Context: an optimization exercise on an open-source flow, tuned for small area, a short achievable clock period and few clock cycles per item. The choices shown serve that exercise and are no tape-out recipe.
For this run, only the layout was checked, not whether the RTL still works.
Power and IR drop assume default switching activity.

--- flow/config.mk ---
export PLATFORM = sky130hd
export DESIGN_NAME = yce_block_conv
export DESIGN_NICKNAME = yce_block_conv
export VERILOG_FILES = /design/flow/design.v
export SDC_FILE = /design/flow/constraint.sdc
export NUM_CORES = 4
export LEC_CHECK = 0
export CAP_MARGIN = 20
export CORE_MARGIN = 2
export CORE_UTILIZATION = 60
export PLACE_DENSITY = 0.72
export SLEW_MARGIN = 20
export SYNTH_HIERARCHICAL = 1
--- flow/constraint.sdc ---
create_clock -name core_clock -period 10.0 [get_ports {clk}]
set_input_delay 2.0000 -clock core_clock [delete_from_list [all_inputs] [get_ports {clk}]]
set_output_delay 2.0000 -clock core_clock [all_outputs]
set_load 0.01 [all_outputs]
--- flow/design.v ---
module yce_fa (input wire a, input wire b, input wire c, output wire s, output wire co);
    assign s  = a ^ b ^ c;
    assign co = (a & b) | (a & c) | (b & c);
endmodule
module yce_ao (input wire g, input wire p, input wire c, output wire y);
    assign y = g | (p & c);
endmodule
module yce_ha (input wire a, input wire b, output wire s, output wire co);
    assign s  = a ^ b;
    assign co = a & b;
endmodule
module yce_block_conv (
    input  wire         clk,
    input  wire         rst,             
    input  wire         in_valid,
    output wire         in_ready,
    input  wire         in_fmt,          
    input  wire         in_chroma,       
    input  wire [511:0] in_data,
    output reg          out_valid,
    input  wire         out_ready,
    output reg          out_chroma,
    output reg  [127:0] out_y,
    output reg  [63:0]  out_u,
    output reg  [63:0]  out_v
);
    reg         s_valid;
    reg         s_chroma;
    reg [383:0] s_px;                    
    reg         not_full;
    wire out_en = !out_valid || out_ready;
    wire s_en   = !s_valid || out_en;
    assign in_ready = not_full || out_ready;   
    wire [383:0] in_px;
    genvar n;
    generate
        for (n = 0; n < 16; n = n + 1) begin : g_in
            assign in_px[24*n +: 24] = in_fmt ? in_data[32*n +: 24] : in_data[24*n +: 24];
        end
    endgenerate
    wire s_valid_n   = s_en ? in_valid : s_valid;
    wire out_valid_n = out_en ? s_valid : out_valid;
    always @(posedge clk) begin
        if (rst) begin
            s_valid  <= 1'b0;
            not_full <= 1'b1;
        end else begin
            s_valid  <= s_valid_n;
            not_full <= !(s_valid_n && out_valid_n);
        end
        if (s_en) begin
            s_chroma <= in_chroma;
            s_px     <= in_px;
        end
    end
    wire [127:0] y_bytes;
    wire [63:0]  u_bytes;
    wire [63:0]  v_bytes;
    generate
        for (n = 0; n < 16; n = n + 1) begin : g_px
            wire [7:0] pb = s_px[24*n +: 8];
            wire [7:0] pg = s_px[24*n + 8 +: 8];
            wire [7:0] pr = s_px[24*n + 16 +: 8];
            wire [7:0] yb;
            wire y_s1, y_c2;
            yce_fa u_y_s1 (.a(pr[1]), .b(pr[6]), .c(pg[0]), .s(y_s1), .co(y_c2));
            wire y_s3, y_c4;
            yce_ha u_y_s3 (.a(pr[3]), .b(pg[4]), .s(y_s3), .co(y_c4));
            wire y_s5, y_c6;
            yce_fa u_y_s5 (.a(pr[4]), .b(pg[5]), .c(pb[1]), .s(y_s5), .co(y_c6));
            wire y_s7, y_c8;
            yce_fa u_y_s7 (.a(pr[0]), .b(pr[5]), .c(pg[6]), .s(y_s7), .co(y_c8));
            wire y_s9, y_c10;
            yce_ha u_y_s9 (.a(pb[2]), .b(pb[3]), .s(y_s9), .co(y_c10));
            wire y_s11, y_c12;
            yce_fa u_y_s11 (.a(pg[7]), .b(pb[3]), .c(pb[4]), .s(y_s11), .co(y_c12));
            wire y_s13, y_c14;
            yce_fa u_y_s13 (.a(pb[7]), .b(y_s1), .c(1'b1), .s(y_s13), .co(y_c14));
            wire y_s15, y_c16;
            yce_fa u_y_s15 (.a(pr[2]), .b(pr[7]), .c(pg[1]), .s(y_s15), .co(y_c16));
            wire y_s17, y_c18;
            yce_fa u_y_s17 (.a(pb[4]), .b(pb[5]), .c(y_c2), .s(y_s17), .co(y_c18));
            wire y_s19, y_c20;
            yce_fa u_y_s19 (.a(pr[3]), .b(pg[2]), .c(pb[5]), .s(y_s19), .co(y_c20));
            wire y_s21, y_c22;
            yce_ha u_y_s21 (.a(pr[4]), .b(pg[3]), .s(y_s21), .co(y_c22));
            wire y_s23, y_c24;
            yce_ha u_y_s23 (.a(pr[2]), .b(pg[3]), .s(y_s23), .co(y_c24));
            wire y_s25, y_c26;
            yce_fa u_y_s25 (.a(pb[0]), .b(pb[1]), .c(pb[4]), .s(y_s25), .co(y_c26));
            wire y_s27, y_c28;
            yce_fa u_y_s27 (.a(pb[2]), .b(pb[5]), .c(y_c4), .s(y_s27), .co(y_c28));
            wire y_s29, y_c30;
            yce_fa u_y_s29 (.a(pb[6]), .b(y_s9), .c(y_c6), .s(y_s29), .co(y_c30));
            wire y_s31, y_c32;
            yce_fa u_y_s31 (.a(y_c10), .b(y_c8), .c(y_s11), .s(y_s31), .co(y_c32));
            wire y_s33, y_c34;
            yce_fa u_y_s33 (.a(y_c12), .b(y_s15), .c(y_s17), .s(y_s33), .co(y_c34));
            wire y_s35, y_c36;
            yce_fa u_y_s35 (.a(pb[6]), .b(y_c16), .c(y_s19), .s(y_s35), .co(y_c36));
            wire y_s37, y_c38;
            yce_fa u_y_s37 (.a(pb[6]), .b(pb[7]), .c(y_s21), .s(y_s37), .co(y_c38));
            wire y_s39, y_c40;
            yce_fa u_y_s39 (.a(pr[5]), .b(pg[4]), .c(pb[7]), .s(y_s39), .co(y_c40));
            wire y_s41 = ~pr[6];
            wire y_s42, y_c43;
            yce_ha u_y_s42 (.a(pr[0]), .b(pg[1]), .s(y_s42), .co(y_c43));
            wire y_s44, y_c45;
            yce_fa u_y_s44 (.a(pr[1]), .b(pg[2]), .c(pb[2]), .s(y_s44), .co(y_c45));
            wire y_s46, y_c47;
            yce_fa u_y_s46 (.a(pb[0]), .b(pb[3]), .c(y_s23), .s(y_s46), .co(y_c47));
            wire y_s48, y_c49;
            yce_fa u_y_s48 (.a(y_c24), .b(y_s3), .c(y_s25), .s(y_s48), .co(y_c49));
            wire y_s50, y_c51;
            yce_fa u_y_s50 (.a(y_c26), .b(y_s5), .c(y_s27), .s(y_s50), .co(y_c51));
            wire y_s52, y_c53;
            yce_fa u_y_s52 (.a(y_s7), .b(y_c28), .c(y_s29), .s(y_s52), .co(y_c53));
            wire y_s54, y_c55;
            yce_fa u_y_s54 (.a(y_c30), .b(y_s13), .c(y_s31), .s(y_s54), .co(y_c55));
            wire y_s56, y_c57;
            yce_fa u_y_s56 (.a(y_c14), .b(y_c32), .c(y_s33), .s(y_s56), .co(y_c57));
            wire y_s58, y_c59;
            yce_fa u_y_s58 (.a(y_c18), .b(y_s35), .c(y_c34), .s(y_s58), .co(y_c59));
            wire y_s60, y_c61;
            yce_fa u_y_s60 (.a(y_c20), .b(y_s37), .c(y_c36), .s(y_s60), .co(y_c61));
            wire y_s62, y_c63;
            yce_fa u_y_s62 (.a(y_c22), .b(y_s39), .c(y_c38), .s(y_s62), .co(y_c63));
            wire y_s64, y_c65;
            yce_fa u_y_s64 (.a(pg[5]), .b(y_s41), .c(y_c40), .s(y_s64), .co(y_c65));
            wire y_s66, y_c67;
            yce_fa u_y_s66 (.a(pr[7]), .b(pg[6]), .c(pr[6]), .s(y_s66), .co(y_c67));
            wire y_r68 = pg[0] & pb[0];
            wire y_r69 = (pb[1] & y_s42) | (pb[1] & y_r68) | (y_s42 & y_r68);
            wire y_r70 = (y_s44 & y_c43) | (y_s44 & y_r69) | (y_c43 & y_r69);
            wire y_r71 = (y_s46 & y_c45) | (y_s46 & y_r70) | (y_c45 & y_r70);
            wire y_r72 = (y_s48 & y_c47) | (y_s48 & y_r71) | (y_c47 & y_r71);
            wire y_r73 = (y_s50 & y_c49) | (y_s50 & y_r72) | (y_c49 & y_r72);
            wire y_r74 = (y_s52 & y_c51) | (y_s52 & y_r73) | (y_c51 & y_r73);
            wire y_r75 = (y_s54 & y_c53) | (y_s54 & y_r74) | (y_c53 & y_r74);
            wire y_s76, y_c77;
            yce_ha u_y_s76 (.a(y_s56), .b(y_c55), .s(y_s76), .co(y_c77));
            wire y_s78, y_c79;
            yce_ha u_y_s78 (.a(y_s58), .b(y_c57), .s(y_s78), .co(y_c79));
            wire y_s80, y_c81;
            yce_ha u_y_s80 (.a(y_s60), .b(y_c59), .s(y_s80), .co(y_c81));
            wire y_s82, y_c83;
            yce_ha u_y_s82 (.a(y_s62), .b(y_c61), .s(y_s82), .co(y_c83));
            wire y_s84, y_c85;
            yce_ha u_y_s84 (.a(y_s64), .b(y_c63), .s(y_s84), .co(y_c85));
            wire y_s86, y_c87;
            yce_ha u_y_s86 (.a(y_s66), .b(y_c65), .s(y_s86), .co(y_c87));
            wire y_s88, y_c89;
            yce_ha u_y_s88 (.a(pg[7]), .b(y_c67), .s(y_s88), .co(y_c89));
            wire y_g90;
            yce_ao u_y_g90 (.g(y_c77), .p(y_s76), .c(y_r75), .y(y_g90));
            wire y_g91;
            yce_ao u_y_g91 (.g(y_c79), .p(y_s78), .c(y_c77), .y(y_g91));
            wire y_q92 = y_s78 & y_s76;
            wire y_g93;
            yce_ao u_y_g93 (.g(y_g91), .p(y_q92), .c(y_r75), .y(y_g93));
            wire y_g94;
            yce_ao u_y_g94 (.g(y_c81), .p(y_s80), .c(y_g91), .y(y_g94));
            wire y_q95 = y_s80 & y_q92;
            wire y_g96;
            yce_ao u_y_g96 (.g(y_g94), .p(y_q95), .c(y_r75), .y(y_g96));
            wire y_g97;
            yce_ao u_y_g97 (.g(y_c83), .p(y_s82), .c(y_c81), .y(y_g97));
            wire y_q98 = y_s82 & y_s80;
            wire y_g99;
            yce_ao u_y_g99 (.g(y_g97), .p(y_q98), .c(y_g91), .y(y_g99));
            wire y_q100 = y_q98 & y_q92;
            wire y_g101;
            yce_ao u_y_g101 (.g(y_g99), .p(y_q100), .c(y_r75), .y(y_g101));
            wire y_g102;
            yce_ao u_y_g102 (.g(y_c85), .p(y_s84), .c(y_g99), .y(y_g102));
            wire y_q103 = y_s84 & y_q100;
            wire y_g104;
            yce_ao u_y_g104 (.g(y_g102), .p(y_q103), .c(y_r75), .y(y_g104));
            wire y_g105;
            yce_ao u_y_g105 (.g(y_c87), .p(y_s86), .c(y_c85), .y(y_g105));
            wire y_q106 = y_s86 & y_s84;
            wire y_g107;
            yce_ao u_y_g107 (.g(y_g105), .p(y_q106), .c(y_g99), .y(y_g107));
            wire y_q108 = y_q106 & y_q100;
            wire y_g109;
            yce_ao u_y_g109 (.g(y_g107), .p(y_q108), .c(y_r75), .y(y_g109));
            wire y_g110;
            yce_ao u_y_g110 (.g(y_c89), .p(y_s88), .c(y_g105), .y(y_g110));
            wire y_q111 = y_s88 & y_q106;
            wire y_g112;
            yce_ao u_y_g112 (.g(y_g110), .p(y_q111), .c(y_g99), .y(y_g112));
            wire y_q113 = y_q111 & y_q100;
            wire y_g114;
            yce_ao u_y_g114 (.g(y_g112), .p(y_q113), .c(y_r75), .y(y_g114));
            wire y_o115 = y_s76 ^ y_r75;
            wire y_o116 = y_s78 ^ y_g90;
            wire y_o117 = y_s80 ^ y_g93;
            wire y_o118 = y_s82 ^ y_g96;
            wire y_o119 = y_s84 ^ y_g101;
            wire y_o120 = y_s86 ^ y_g104;
            wire y_o121 = y_s88 ^ y_g109;
            wire y_o122 = 1'b0 ^ y_g114;
            assign yb = {y_o122, y_o121, y_o120, y_o119, y_o118, y_o117, y_o116, y_o115};
            assign y_bytes[8*n +: 8] = yb;
            if (n % 2 == 0) begin : g_c
                wire [7:0] ub, vb;
                wire u_s1, u_c2;
                yce_ha u_u_s1 (.a(~pr[5]), .b(~pr[4]), .s(u_s1), .co(u_c2));
                wire u_s3, u_c4;
                yce_fa u_u_s3 (.a(~pr[6]), .b(~pr[5]), .c(~pr[2]), .s(u_s3), .co(u_c4));
                wire u_s5, u_c6;
                yce_ha u_u_s5 (.a(~pg[6]), .b(~pg[4]), .s(u_s5), .co(u_c6));
                wire u_s7, u_c8;
                yce_fa u_u_s7 (.a(~pr[7]), .b(~pr[6]), .c(~pr[3]), .s(u_s7), .co(u_c8));
                wire u_s9, u_c10;
                yce_fa u_u_s9 (.a(~pg[7]), .b(~pg[5]), .c(~pg[2]), .s(u_s9), .co(u_c10));
                wire u_s11 = pb[4];
                wire u_s12, u_c13;
                yce_fa u_u_s12 (.a(~pr[7]), .b(~pr[4]), .c(~pg[6]), .s(u_s12), .co(u_c13));
                wire u_s14, u_c15;
                yce_ha u_u_s14 (.a(~pg[3]), .b(~pb[5]), .s(u_s14), .co(u_c15));
                wire u_s16, u_c17;
                yce_ha u_u_s16 (.a(~pr[5]), .b(~pg[7]), .s(u_s16), .co(u_c17));
                wire u_s18, u_c19;
                yce_ha u_u_s18 (.a(~pr[3]), .b(~pr[2]), .s(u_s18), .co(u_c19));
                wire u_s20, u_c21;
                yce_fa u_u_s20 (.a(~pr[4]), .b(~pr[3]), .c(~pr[0]), .s(u_s20), .co(u_c21));
                wire u_s22, u_c23;
                yce_ha u_u_s22 (.a(~pg[4]), .b(~pg[2]), .s(u_s22), .co(u_c23));
                wire u_s24, u_c25;
                yce_fa u_u_s24 (.a(~pr[1]), .b(~pg[5]), .c(~pg[3]), .s(u_s24), .co(u_c25));
                wire u_s26, u_c27;
                yce_fa u_u_s26 (.a(~pg[0]), .b(~pb[2]), .c(u_s1), .s(u_s26), .co(u_c27));
                wire u_s28, u_c29;
                yce_fa u_u_s28 (.a(~pg[1]), .b(~pb[3]), .c(pb[0]), .s(u_s28), .co(u_c29));
                wire u_s30, u_c31;
                yce_fa u_u_s30 (.a(u_c2), .b(u_s5), .c(u_s3), .s(u_s30), .co(u_c31));
                wire u_s32, u_c33;
                yce_fa u_u_s32 (.a(pb[1]), .b(u_s11), .c(u_c6), .s(u_s32), .co(u_c33));
                wire u_s34, u_c35;
                yce_fa u_u_s34 (.a(u_c4), .b(u_s7), .c(u_s9), .s(u_s34), .co(u_c35));
                wire u_s36, u_c37;
                yce_fa u_u_s36 (.a(pb[2]), .b(~pb[4]), .c(u_s14), .s(u_s36), .co(u_c37));
                wire u_s38, u_c39;
                yce_fa u_u_s38 (.a(u_c8), .b(u_c10), .c(u_s12), .s(u_s38), .co(u_c39));
                wire u_s40, u_c41;
                yce_fa u_u_s40 (.a(~pg[4]), .b(~pb[6]), .c(pb[3]), .s(u_s40), .co(u_c41));
                wire u_s42, u_c43;
                yce_fa u_u_s42 (.a(u_c15), .b(u_s16), .c(u_c13), .s(u_s42), .co(u_c43));
                wire u_s44, u_c45;
                yce_fa u_u_s44 (.a(~pr[6]), .b(~pg[5]), .c(~pb[7]), .s(u_s44), .co(u_c45));
                wire u_s46, u_c47;
                yce_ha u_u_s46 (.a(pb[4]), .b(u_c17), .s(u_s46), .co(u_c47));
                wire u_s48, u_c49;
                yce_ha u_u_s48 (.a(~pr[7]), .b(~pg[6]), .s(u_s48), .co(u_c49));
                wire u_s50, u_c51;
                yce_ha u_u_s50 (.a(~pr[2]), .b(~pr[1]), .s(u_s50), .co(u_c51));
                wire u_s52, u_c53;
                yce_fa u_u_s52 (.a(~pg[3]), .b(~pg[1]), .c(~pb[0]), .s(u_s52), .co(u_c53));
                wire u_s54, u_c55;
                yce_fa u_u_s54 (.a(~pb[1]), .b(u_c19), .c(u_s22), .s(u_s54), .co(u_c55));
                wire u_s56, u_c57;
                yce_fa u_u_s56 (.a(u_c23), .b(u_c21), .c(u_s24), .s(u_s56), .co(u_c57));
                wire u_s58, u_c59;
                yce_fa u_u_s58 (.a(u_c25), .b(u_s28), .c(u_c27), .s(u_s58), .co(u_c59));
                wire u_s60, u_c61;
                yce_fa u_u_s60 (.a(u_c29), .b(u_s32), .c(u_c31), .s(u_s60), .co(u_c61));
                wire u_s62, u_c63;
                yce_fa u_u_s62 (.a(u_c33), .b(u_s36), .c(u_c35), .s(u_s62), .co(u_c63));
                wire u_s64, u_c65;
                yce_fa u_u_s64 (.a(u_s40), .b(u_c37), .c(u_s42), .s(u_s64), .co(u_c65));
                wire u_s66, u_c67;
                yce_fa u_u_s66 (.a(u_c41), .b(u_s44), .c(u_s46), .s(u_s66), .co(u_c67));
                wire u_s68, u_c69;
                yce_fa u_u_s68 (.a(pb[5]), .b(u_s48), .c(u_c45), .s(u_s68), .co(u_c69));
                wire u_s70, u_c71;
                yce_ha u_u_s70 (.a(~pg[7]), .b(pb[6]), .s(u_s70), .co(u_c71));
                wire u_s72, u_c73;
                yce_ha u_u_s72 (.a(~pr[1]), .b(~pr[0]), .s(u_s72), .co(u_c73));
                wire u_s74, u_c75;
                yce_fa u_u_s74 (.a(~pg[2]), .b(~pg[0]), .c(u_s50), .s(u_s74), .co(u_c75));
                wire u_s76, u_c77;
                yce_fa u_u_s76 (.a(u_c51), .b(u_s18), .c(u_s52), .s(u_s76), .co(u_c77));
                wire u_s78, u_c79;
                yce_fa u_u_s78 (.a(u_c53), .b(u_s20), .c(u_s54), .s(u_s78), .co(u_c79));
                wire u_s80, u_c81;
                yce_fa u_u_s80 (.a(u_c55), .b(u_s26), .c(u_s56), .s(u_s80), .co(u_c81));
                wire u_s82, u_c83;
                yce_fa u_u_s82 (.a(u_c57), .b(u_s30), .c(u_s58), .s(u_s82), .co(u_c83));
                wire u_s84, u_c85;
                yce_fa u_u_s84 (.a(u_s34), .b(u_c59), .c(u_s60), .s(u_s84), .co(u_c85));
                wire u_s86, u_c87;
                yce_fa u_u_s86 (.a(u_s38), .b(u_c61), .c(u_s62), .s(u_s86), .co(u_c87));
                wire u_s88, u_c89;
                yce_fa u_u_s88 (.a(u_c39), .b(u_c63), .c(u_s64), .s(u_s88), .co(u_c89));
                wire u_s90, u_c91;
                yce_fa u_u_s90 (.a(u_c43), .b(u_s66), .c(u_c65), .s(u_s90), .co(u_c91));
                wire u_s92, u_c93;
                yce_fa u_u_s92 (.a(u_c47), .b(u_s68), .c(u_c67), .s(u_s92), .co(u_c93));
                wire u_s94, u_c95;
                yce_fa u_u_s94 (.a(u_c49), .b(u_s70), .c(u_c69), .s(u_s94), .co(u_c95));
                wire u_s96, u_c97;
                yce_ha u_u_s96 (.a(pb[7]), .b(u_c71), .s(u_s96), .co(u_c97));
                wire u_s98, u_c99;
                yce_ha u_u_s98 (.a(~pr[0]), .b(~pg[0]), .s(u_s98), .co(u_c99));
                wire u_s100, u_c101;
                yce_ha u_u_s100 (.a(~pg[1]), .b(u_s72), .s(u_s100), .co(u_c101));
                wire u_s102, u_c103;
                yce_ha u_u_s102 (.a(u_s74), .b(u_c73), .s(u_s102), .co(u_c103));
                wire u_s104, u_c105;
                yce_ha u_u_s104 (.a(u_s76), .b(u_c75), .s(u_s104), .co(u_c105));
                wire u_s106, u_c107;
                yce_ha u_u_s106 (.a(u_s78), .b(u_c77), .s(u_s106), .co(u_c107));
                wire u_s108, u_c109;
                yce_ha u_u_s108 (.a(u_s80), .b(u_c79), .s(u_s108), .co(u_c109));
                wire u_s110, u_c111;
                yce_ha u_u_s110 (.a(u_s82), .b(u_c81), .s(u_s110), .co(u_c111));
                wire u_s112, u_c113;
                yce_ha u_u_s112 (.a(u_s84), .b(u_c83), .s(u_s112), .co(u_c113));
                wire u_s114, u_c115;
                yce_ha u_u_s114 (.a(u_s86), .b(u_c85), .s(u_s114), .co(u_c115));
                wire u_s116, u_c117;
                yce_ha u_u_s116 (.a(u_s88), .b(u_c87), .s(u_s116), .co(u_c117));
                wire u_s118, u_c119;
                yce_ha u_u_s118 (.a(u_s90), .b(u_c89), .s(u_s118), .co(u_c119));
                wire u_s120, u_c121;
                yce_ha u_u_s120 (.a(u_s92), .b(u_c91), .s(u_s120), .co(u_c121));
                wire u_s122, u_c123;
                yce_ha u_u_s122 (.a(u_s94), .b(u_c93), .s(u_s122), .co(u_c123));
                wire u_s124, u_c125;
                yce_ha u_u_s124 (.a(u_s96), .b(u_c95), .s(u_s124), .co(u_c125));
                wire u_g126;
                yce_ao u_u_g126 (.g(u_c111), .p(u_s110), .c(u_c109), .y(u_g126));
                wire u_q127 = u_s110 & u_s108;
                wire u_g128;
                yce_ao u_u_g128 (.g(u_c107), .p(u_s106), .c(u_c105), .y(u_g128));
                wire u_q129 = u_s106 & u_s104;
                wire u_g130;
                yce_ao u_u_g130 (.g(u_g126), .p(u_q127), .c(u_g128), .y(u_g130));
                wire u_q131 = u_q127 & u_q129;
                wire u_g132;
                yce_ao u_u_g132 (.g(u_c103), .p(u_s102), .c(u_c101), .y(u_g132));
                wire u_q133 = u_s102 & u_s100;
                wire u_g134;
                yce_ao u_u_g134 (.g(u_g132), .p(u_q133), .c(u_c99), .y(u_g134));
                wire u_g135;
                yce_ao u_u_g135 (.g(u_g130), .p(u_q131), .c(u_g134), .y(u_g135));
                wire u_g136;
                yce_ao u_u_g136 (.g(u_c113), .p(u_s112), .c(u_g135), .y(u_g136));
                wire u_g137;
                yce_ao u_u_g137 (.g(u_c115), .p(u_s114), .c(u_c113), .y(u_g137));
                wire u_q138 = u_s114 & u_s112;
                wire u_g139;
                yce_ao u_u_g139 (.g(u_g137), .p(u_q138), .c(u_g135), .y(u_g139));
                wire u_g140;
                yce_ao u_u_g140 (.g(u_c117), .p(u_s116), .c(u_g137), .y(u_g140));
                wire u_q141 = u_s116 & u_q138;
                wire u_g142;
                yce_ao u_u_g142 (.g(u_g140), .p(u_q141), .c(u_g135), .y(u_g142));
                wire u_g143;
                yce_ao u_u_g143 (.g(u_c119), .p(u_s118), .c(u_c117), .y(u_g143));
                wire u_q144 = u_s118 & u_s116;
                wire u_g145;
                yce_ao u_u_g145 (.g(u_g143), .p(u_q144), .c(u_g137), .y(u_g145));
                wire u_q146 = u_q144 & u_q138;
                wire u_g147;
                yce_ao u_u_g147 (.g(u_g145), .p(u_q146), .c(u_g135), .y(u_g147));
                wire u_g148;
                yce_ao u_u_g148 (.g(u_c121), .p(u_s120), .c(u_g145), .y(u_g148));
                wire u_q149 = u_s120 & u_q146;
                wire u_g150;
                yce_ao u_u_g150 (.g(u_g148), .p(u_q149), .c(u_g135), .y(u_g150));
                wire u_g151;
                yce_ao u_u_g151 (.g(u_c123), .p(u_s122), .c(u_c121), .y(u_g151));
                wire u_q152 = u_s122 & u_s120;
                wire u_g153;
                yce_ao u_u_g153 (.g(u_g151), .p(u_q152), .c(u_g145), .y(u_g153));
                wire u_q154 = u_q152 & u_q146;
                wire u_g155;
                yce_ao u_u_g155 (.g(u_g153), .p(u_q154), .c(u_g135), .y(u_g155));
                wire u_g156;
                yce_ao u_u_g156 (.g(u_c125), .p(u_s124), .c(u_g151), .y(u_g156));
                wire u_q157 = u_s124 & u_q152;
                wire u_g158;
                yce_ao u_u_g158 (.g(u_g156), .p(u_q157), .c(u_g145), .y(u_g158));
                wire u_q159 = u_q157 & u_q146;
                wire u_g160;
                yce_ao u_u_g160 (.g(u_g158), .p(u_q159), .c(u_g135), .y(u_g160));
                wire u_o161 = u_s112 ^ u_g135;
                wire u_o162 = u_s114 ^ u_g136;
                wire u_o163 = u_s116 ^ u_g139;
                wire u_o164 = u_s118 ^ u_g142;
                wire u_o165 = u_s120 ^ u_g147;
                wire u_o166 = u_s122 ^ u_g150;
                wire u_o167 = u_s124 ^ u_g155;
                wire u_o168 = u_c97 ^ u_g160;
                assign ub = {u_o168, u_o167, u_o166, u_o165, u_o164, u_o163, u_o162, u_o161};
                wire v_s1, v_c2;
                yce_ha u_v_s1 (.a(pr[3]), .b(~pr[0]), .s(v_s1), .co(v_c2));
                wire v_s3, v_c4;
                yce_fa u_v_s3 (.a(pr[4]), .b(~pr[1]), .c(~pg[7]), .s(v_s3), .co(v_c4));
                wire v_s5 = ~pr[5];
                wire v_s6 = ~pr[6];
                wire v_s7 = ~pr[7];
                wire v_s8, v_c9;
                yce_ha u_v_s8 (.a(pr[1]), .b(~pg[4]), .s(v_s8), .co(v_c9));
                wire v_s10, v_c11;
                yce_fa u_v_s10 (.a(pr[2]), .b(~pg[5]), .c(pg[1]), .s(v_s10), .co(v_c11));
                wire v_s12, v_c13;
                yce_ha u_v_s12 (.a(pg[0]), .b(pb[5]), .s(v_s12), .co(v_c13));
                wire v_s14, v_c15;
                yce_fa u_v_s14 (.a(~pg[6]), .b(pg[2]), .c(pg[1]), .s(v_s14), .co(v_c15));
                wire v_s16, v_c17;
                yce_fa u_v_s16 (.a(pb[6]), .b(pb[3]), .c(v_s1), .s(v_s16), .co(v_c17));
                wire v_s18, v_c19;
                yce_fa u_v_s18 (.a(pg[3]), .b(pg[2]), .c(pb[7]), .s(v_s18), .co(v_c19));
                wire v_s20, v_c21;
                yce_fa u_v_s20 (.a(pb[4]), .b(v_c2), .c(v_s3), .s(v_s20), .co(v_c21));
                wire v_s22, v_c23;
                yce_fa u_v_s22 (.a(~pr[2]), .b(pg[4]), .c(pg[3]), .s(v_s22), .co(v_c23));
                wire v_s24, v_c25;
                yce_fa u_v_s24 (.a(pb[5]), .b(v_s5), .c(v_c4), .s(v_s24), .co(v_c25));
                wire v_s26, v_c27;
                yce_fa u_v_s26 (.a(~pr[3]), .b(pg[5]), .c(pg[4]), .s(v_s26), .co(v_c27));
                wire v_s28, v_c29;
                yce_fa u_v_s28 (.a(pb[6]), .b(pr[5]), .c(v_s6), .s(v_s28), .co(v_c29));
                wire v_s30, v_c31;
                yce_fa u_v_s30 (.a(~pr[4]), .b(pg[6]), .c(pg[5]), .s(v_s30), .co(v_c31));
                wire v_s32, v_c33;
                yce_fa u_v_s32 (.a(pb[7]), .b(pr[6]), .c(v_s7), .s(v_s32), .co(v_c33));
                wire v_s34, v_c35;
                yce_fa u_v_s34 (.a(~pr[5]), .b(pg[7]), .c(pg[6]), .s(v_s34), .co(v_c35));
                wire v_s36 = ~pr[7];
                wire v_s37 = pr[6];
                wire v_s38, v_c39;
                yce_ha u_v_s38 (.a(pr[0]), .b(~pg[3]), .s(v_s38), .co(v_c39));
                wire v_s40, v_c41;
                yce_fa u_v_s40 (.a(pg[0]), .b(pb[4]), .c(pb[1]), .s(v_s40), .co(v_c41));
                wire v_s42, v_c43;
                yce_fa u_v_s42 (.a(pb[2]), .b(v_c9), .c(v_s12), .s(v_s42), .co(v_c43));
                wire v_s44, v_c45;
                yce_fa u_v_s44 (.a(v_c13), .b(v_c11), .c(v_s14), .s(v_s44), .co(v_c45));
                wire v_s46, v_c47;
                yce_fa u_v_s46 (.a(v_c15), .b(v_s18), .c(v_c17), .s(v_s46), .co(v_c47));
                wire v_s48, v_c49;
                yce_fa u_v_s48 (.a(v_c19), .b(v_s22), .c(v_s24), .s(v_s48), .co(v_c49));
                wire v_s50, v_c51;
                yce_fa u_v_s50 (.a(v_c23), .b(v_s26), .c(v_s28), .s(v_s50), .co(v_c51));
                wire v_s52, v_c53;
                yce_fa u_v_s52 (.a(v_c27), .b(v_c29), .c(v_s30), .s(v_s52), .co(v_c53));
                wire v_s54, v_c55;
                yce_fa u_v_s54 (.a(v_s36), .b(v_c31), .c(v_c33), .s(v_s54), .co(v_c55));
                wire v_s56, v_c57;
                yce_fa u_v_s56 (.a(pg[7]), .b(pr[7]), .c(v_s37), .s(v_s56), .co(v_c57));
                wire v_s58 = pr[7];
                wire v_s59, v_c60;
                yce_ha u_v_s59 (.a(pb[3]), .b(pb[0]), .s(v_s59), .co(v_c60));
                wire v_s61, v_c62;
                yce_fa u_v_s61 (.a(v_c39), .b(v_s8), .c(v_s40), .s(v_s61), .co(v_c62));
                wire v_s63, v_c64;
                yce_fa u_v_s63 (.a(v_c41), .b(v_s10), .c(v_s42), .s(v_s63), .co(v_c64));
                wire v_s65, v_c66;
                yce_fa u_v_s65 (.a(v_c43), .b(v_s16), .c(v_s44), .s(v_s65), .co(v_c66));
                wire v_s67, v_c68;
                yce_fa u_v_s67 (.a(v_c45), .b(v_s20), .c(v_s46), .s(v_s67), .co(v_c68));
                wire v_s69, v_c70;
                yce_fa u_v_s69 (.a(v_c21), .b(v_c47), .c(v_s48), .s(v_s69), .co(v_c70));
                wire v_s71, v_c72;
                yce_fa u_v_s71 (.a(v_c25), .b(v_s50), .c(v_c49), .s(v_s71), .co(v_c72));
                wire v_s73, v_c74;
                yce_fa u_v_s73 (.a(v_s32), .b(v_c51), .c(v_s52), .s(v_s73), .co(v_c74));
                wire v_s75, v_c76;
                yce_fa u_v_s75 (.a(v_s34), .b(v_c53), .c(v_s54), .s(v_s75), .co(v_c76));
                wire v_s77, v_c78;
                yce_fa u_v_s77 (.a(v_c35), .b(v_s56), .c(v_c55), .s(v_s77), .co(v_c78));
                wire v_s79, v_c80;
                yce_fa u_v_s79 (.a(~pr[6]), .b(v_s58), .c(v_c57), .s(v_s79), .co(v_c80));
                wire v_s81 = pr[7];
                wire v_r82 = ~pg[0] & pb[0];
                wire v_r83 = (~pg[1] & pb[1]) | (~pg[1] & v_r82) | (pb[1] & v_r82);
                wire v_r84 = (~pg[2] & pb[2]) | (~pg[2] & v_r83) | (pb[2] & v_r83);
                wire v_r85 = (v_s38 & v_s59) | (v_s38 & v_r84) | (v_s59 & v_r84);
                wire v_r86 = (v_s61 & v_c60) | (v_s61 & v_r85) | (v_c60 & v_r85);
                wire v_r87 = (v_s63 & v_c62) | (v_s63 & v_r86) | (v_c62 & v_r86);
                wire v_r88 = (v_s65 & v_c64) | (v_s65 & v_r87) | (v_c64 & v_r87);
                wire v_s89, v_c90;
                yce_ha u_v_s89 (.a(v_s67), .b(v_c66), .s(v_s89), .co(v_c90));
                wire v_s91, v_c92;
                yce_ha u_v_s91 (.a(v_s69), .b(v_c68), .s(v_s91), .co(v_c92));
                wire v_s93, v_c94;
                yce_ha u_v_s93 (.a(v_s71), .b(v_c70), .s(v_s93), .co(v_c94));
                wire v_s95, v_c96;
                yce_ha u_v_s95 (.a(v_s73), .b(v_c72), .s(v_s95), .co(v_c96));
                wire v_s97, v_c98;
                yce_ha u_v_s97 (.a(v_s75), .b(v_c74), .s(v_s97), .co(v_c98));
                wire v_s99, v_c100;
                yce_ha u_v_s99 (.a(v_s77), .b(v_c76), .s(v_s99), .co(v_c100));
                wire v_s101, v_c102;
                yce_ha u_v_s101 (.a(v_s79), .b(v_c78), .s(v_s101), .co(v_c102));
                wire v_p103 = v_s81 ^ v_c80;
                wire v_g104;
                yce_ao u_v_g104 (.g(v_c90), .p(v_s89), .c(v_r88), .y(v_g104));
                wire v_g105;
                yce_ao u_v_g105 (.g(v_c92), .p(v_s91), .c(v_c90), .y(v_g105));
                wire v_q106 = v_s91 & v_s89;
                wire v_g107;
                yce_ao u_v_g107 (.g(v_g105), .p(v_q106), .c(v_r88), .y(v_g107));
                wire v_g108;
                yce_ao u_v_g108 (.g(v_c94), .p(v_s93), .c(v_g105), .y(v_g108));
                wire v_q109 = v_s93 & v_q106;
                wire v_g110;
                yce_ao u_v_g110 (.g(v_g108), .p(v_q109), .c(v_r88), .y(v_g110));
                wire v_g111;
                yce_ao u_v_g111 (.g(v_c96), .p(v_s95), .c(v_c94), .y(v_g111));
                wire v_q112 = v_s95 & v_s93;
                wire v_g113;
                yce_ao u_v_g113 (.g(v_g111), .p(v_q112), .c(v_g105), .y(v_g113));
                wire v_q114 = v_q112 & v_q106;
                wire v_g115;
                yce_ao u_v_g115 (.g(v_g113), .p(v_q114), .c(v_r88), .y(v_g115));
                wire v_g116;
                yce_ao u_v_g116 (.g(v_c98), .p(v_s97), .c(v_g113), .y(v_g116));
                wire v_q117 = v_s97 & v_q114;
                wire v_g118;
                yce_ao u_v_g118 (.g(v_g116), .p(v_q117), .c(v_r88), .y(v_g118));
                wire v_g119;
                yce_ao u_v_g119 (.g(v_c100), .p(v_s99), .c(v_c98), .y(v_g119));
                wire v_q120 = v_s99 & v_s97;
                wire v_g121;
                yce_ao u_v_g121 (.g(v_g119), .p(v_q120), .c(v_g113), .y(v_g121));
                wire v_q122 = v_q120 & v_q114;
                wire v_g123;
                yce_ao u_v_g123 (.g(v_g121), .p(v_q122), .c(v_r88), .y(v_g123));
                wire v_g124;
                yce_ao u_v_g124 (.g(v_c102), .p(v_s101), .c(v_g119), .y(v_g124));
                wire v_q125 = v_s101 & v_q120;
                wire v_g126;
                yce_ao u_v_g126 (.g(v_g124), .p(v_q125), .c(v_g113), .y(v_g126));
                wire v_q127 = v_q125 & v_q114;
                wire v_g128;
                yce_ao u_v_g128 (.g(v_g126), .p(v_q127), .c(v_r88), .y(v_g128));
                wire v_o129 = v_s89 ^ v_r88;
                wire v_o130 = v_s91 ^ v_g104;
                wire v_o131 = v_s93 ^ v_g107;
                wire v_o132 = v_s95 ^ v_g110;
                wire v_o133 = v_s97 ^ v_g115;
                wire v_o134 = v_s99 ^ v_g118;
                wire v_o135 = v_s101 ^ v_g123;
                wire v_o136 = v_p103 ^ v_g128;
                assign vb = ~{v_o136, v_o135, v_o134, v_o133, v_o132, v_o131, v_o130, v_o129};
                assign u_bytes[8*(n/2) +: 8] = ub;
                assign v_bytes[8*(n/2) +: 8] = vb;
            end
        end
    endgenerate
    always @(posedge clk) begin
        if (rst) begin
            out_valid <= 1'b0;
        end else if (out_en) begin
            out_valid <= s_valid;
        end
        if (out_en) begin
            out_chroma <= s_chroma;
            out_y      <= y_bytes;
            out_u      <= s_chroma ? u_bytes : 64'd0;
            out_v      <= s_chroma ? v_bytes : 64'd0;
        end
    end
endmodule
--- flow/flow/run.sh ---
#!/bin/bash
# The standard layout (the standard.sh: standard synthesis, floorplan,
# placement, CTS, routing) with two changes to how it is made:
#  * timing repair aims for 5.6 ns of setup slack at the design's 10 ns
#    clock (a 4.4 ns period, which is what the design can reach) instead of
#    only 0 ns;
#  * the buffers that the flow puts on every input and output port are
#    sky130_fd_sc_hd__buf_1 instead of the cell buffer_ports picks by itself
#    (clkdlybuf4s50_1); repair may resize them as for any other cell.
# Each tool's output is in standard_flow.log and in orfs/logs/.
set -euo pipefail
bash standard.sh SETUP_SLACK_MARGIN=5.6 "BUFFER_PORTS_ARGS=-buffer_cell sky130_fd_sc_hd__buf_1" finish > standard_flow.log 2>&1
--- flow/standard.sh ---
#!/bin/bash
# synth_recipe.tcl (not shown) runs the flow's synth.tcl, then flattens the netlist and writes it again
# the make line also repeats each setting of config.mk as NAME=value (left out here)
make -C /OpenROAD-flow-scripts/flow DESIGN_CONFIG=/design/flow/config.mk WORK_HOME=/design/flow/orfs CLKGATE_MAP_FILE= SYNTH_SCRIPT=/design/flow/synth_recipe.tcl "${@:-finish}"
==> results.py <==
metrics = {
    "worst_setup_path": {
        "r2r_end": "out_u[51]",
        "crit_type": "primary input to output port",
        "worst_setup_path_end_kind": "output port",
        "required_ns": 8.00,
        "cp_top_family": "buffers and inverters",
        "path_buf_inv": 2,
        "worst-endpoint-arrival_ns": 2.43,
        "ff2ff_setup_slack_ns": 5.72,
        "path_cells": "buf_8, or2_4, buf_6",
        "worst_r2r_path_depth": 12,
        "max_stage_delay_ns": 0.22,
        "rr_startpoint": "s_px[309]",
        "cp-start-kind": "primary input",
        "crit_fanout": 2,
        "worst_path_max_delay_cell": "or2_4",
    },
    "cells_and_area": {
        "fin_nets": 7304,
        "layout_commonest_cell": "fa_1",
        "drive_gt1_share_pct": 13.2,
        "final_cell_mix": "fa_1 (992), buf_1 (741), edfxtp_1 (642)",
        "area_growth_pct": 13.4,
        "final_cells": 6736,
    },
    "global_route": {
        "grt_first_pass_wirelength_um": 260000,
        "busiest_layer": "met2",
        "grt-ovfl-total": 0,
        "grtUsageMet2_pct": 53.9,
        "grt_pass1_vias": 42177,
        "track_usage_pct": 33.1,
        "grt_use_met1_pct": 43.7,
        "met3_usage_pct": 8.38,
        "antenna_found_initial": 28,
        "grt_max_degree": 142,
    },
    "power": {
        "pwr_density_cell_mw_per_mm2": 304,
        "ir_drop_mv": 0.220,
        "power.leakage_nw": 31.6,
    },
    "detailed_routing": {
        "detail-route-antenna-nets": 0,
        "drc": 0,
        "wire_per_inst_um": 25.5,
        "dr_total_vias": 40060,
        "drt-total-wl_um": 172000,
        "first_pass_iters": 6,
        "viasPerCell": 5.95,
        "drtIter0Drc": 3194,
    },
    "run_status": {
        "status": "complete, no violations",
    },
    "floorplan": {
        "die_y_um": 325,
        "design.die.area_mm2": 0.105,
        "die_w_um": 325,
        "fp-row-count": 117,
        "initial_core_util_pct": 60.6,
        "coreArea_mm2": 0.102,
        "pin_count": 777,
    },
    "logic_synthesis": {
        "yosys_most_used_dff": "edfxtp_1",
        "ys_seq_area_share_pct": 31.3,
        "ys_ff_latch": 645,
        "yosys_warnings": 7,
        "synth-async-reset-ratio_pct": 0,
        "synth.avg_cell_area_um2": 14.2,
        "syn_area_mm2": 0.0617,
        "synth.distinct_cells": 33,
        "synthCells": 4352,
        "synth-edff-count": 642,
    },
    "sta": {
        "fin_skew_ns": 0.0331,
        "drv_slew": 0,
        "setup_violations": 0,
        "fin_crit_sh_pct": 44.3,
        "slew_headroom_pct": 27.0,
        "finalCriticalPeriod_ns": 4.43,
        "rsz0062_at_grt": "true",
        "setup_tns_ns": 0,
        "tightestPinTransition_ns": 1.10,
        "hold_violations": 0,
        "max_freq_mhz": 226,
    },
    "clock_network": {
        "cts_root_buffer": "clkbuf_16",
        "clk_pin_slew_ns": 0.06,
        "cts_buffers": 77,
        "cts_hold_buf": 0,
        "ctsHtreeMaxLevel": 3,
        "clockBufferDepth": 3,
        "cts_tree": "done",
        "cts.sinks": 645,
        "clk_latency_ns": 0.69,
    },
    "flow_run": {
        "cap_violations": 0,
    },
    "placement": {
        "gp_congestion": 0.970,
        "dp_hpwl_um": 139000,
        "port_buffers": 744,
        "dp_cells": 6434,
    },
    "worst_hold_path": {
        "whs_endpoint": "out_valid",
        "holdCritStartpoint": "s_valid",
        "hold_path.class": "flip-flop to flip-flop",
        "hold-path-cell-count": 2,
    },
}
-- worst max-delay path by stage --
| stage | startpoint | end | slack (ns) | cells past startpoint |
|---|---|---|---|---|
| floorplan | out_ready | out_chroma | 3.55 | 2 |
| CTS | out_ready | in_ready | 5.57 | 3 |
| detailed placement | s_px[214] | out_u[39] | 5.44 | 12 |
| finish | out_ready | in_ready | 5.57 | 3 |
| global placement | out_ready | in_ready | 5.47 | 3 |
| global route | out_ready | in_ready | 5.56 | 3 |
-- timing repair --
item                                    CTS  global route
endpoints found under the hold margin     0             0
setup buffers                            30           123
pin swaps                                 1             1
gates resized for setup                  19            25
endpoints found under the setup margin   29            54
-- per-module statistics from Yosys (local to each module, per instance) --
module / copies in the design / cells inside
yce_ao: 560 / 1
yce_block_conv: 1 / 2304
yce_fa: 992 / 1
yce_ha: 496 / 1
-- kinds of logic (layout without fill, tap and decap cells) --
group / Yosys count / count (layout) / synth area share (%)
AO/OA/AOI/OAI: 787 / 787 / 9.29
XOR/XNOR: 240 / 240 / 3.41
adder cells (fa/ha/maj): 1496 / 1496 / 42.4
buffers and inverters: 256 / 1247 / 1.64
flip-flops: 645 / 645 / 31.3
multiplexers: 368 / 368 / 6.70
other: 1 / 26 / 0.00607
AND/OR/NAND/NOR: 559 / 559 / 5.29
-- area by class of cell --
class / instances / area, um^2
antenna: 10 / 25.0
fill: 7473 / 31900
clock buffer: 83 / 1950
inverter: 201 / 800
multi-input combinational: 3466 / 41500
clock inverter: 56 / 656
sequential: 645 / 19300
timing repair buffer: 907 / 4090
tap: 1368 / 1710
-- report_power, final --
group | leakage, nW | internal, mW | switching, mW | total (mW)
Combinational | 23.4 | 6.39 | 7.34 | 13.7
Sequential | 6.90 | 4.19 | 0.490 | 4.68
Clock | 1.26 | 1.67 | 1.24 | 2.91
-- state kept, by name, summed over array words and instances, names as in the netlist --
signal      flops
not_full        1
out_chroma      1
out_u          64
out_v          64
out_valid       1
out_y         128
s_chroma        1
s_px          384
s_valid         1
-- cell usage after synthesis (9+ instances only) --
cell	count	area (um^2)
a211oi_1	16	120
edfxtp_1	642	19300
fa_1	992	19900
clkbuf_1	14	52.6
a22oi_1	40	300
a21o_1	561	4210
a31oi_1	16	100
nand3_1	32	160
buf_2	41	205
nand2_1	42	158
xnor2_1	56	490
and3_1	168	1050
o22ai_1	40	250
and2_1	264	1650
a21oi_1	33	165
ha_1	496	6210
xor2_1	184	1610
inv_1	201	754
nor2_1	35	131
o21ai_0	41	205
mux2_2	360	4050
nor2b_1	9	56.3
-- worst min-delay path: stages (launching register included) --
cell and delay, ns:
dfxtp_1 0.39, nor2_1 0.13, nor2_1 0.04
-- metal layers --
| metal | vias to the layer above | share of wire, % | routed length (um) |
|---|---|---|---|
| met1 | 20578 | 40 | 68200 |
| met4 | 26 | 3.9 | 6750 |
| li1 | 17562 | - | - |
| met2 | 1578 | 48 | 82400 |
| met3 | 316 | 8.3 | 14300 |
| met5 | - | 0.091 | 156 |
-- stage by stage --
stage	utilization, %	setup slack, ns	total power, mW	area, um^2	hold slack (ns)
floorplan	-	3.55	14.8	61800	0.421
global placement	65.0	5.47	18.0	66200	0.582
detailed placement	65.0	5.44	18.2	66200	0.593
CTS	67.8	5.57	21.3	69100	0.607
global route	68.7	5.56	23.1	70000	0.645
finish	68.7	5.57	21.3	70000	0.611

[what the ideal ports hide]
In the flow no input, the clock included, has a driving cell. The finished layout below was timed again as built, in two steps. Step 1: set_driving_cell puts a clkbuf_16 on clk and a buf_2 on each other input, an assumption about the parent block. Step 2 moves the port delays by t, midway between the first and last clock arrival at a register: inputs arrive t later, outputs are due t later. That takes back most of the time a late clock gives input paths. Slacks: ideal / step 1 / step 2; pairs: ideal / step 1.
t (ns): 0.742
setup slack, ns: 5.568 / 5.530 / 5.515
hold WS [ns]: 0.611 / 0.611 / 0.611
After both steps setup and hold are still met in this run. For this run, drivers alone change the setup slack by -0.038 ns; drivers and shift together by -0.053 ns.
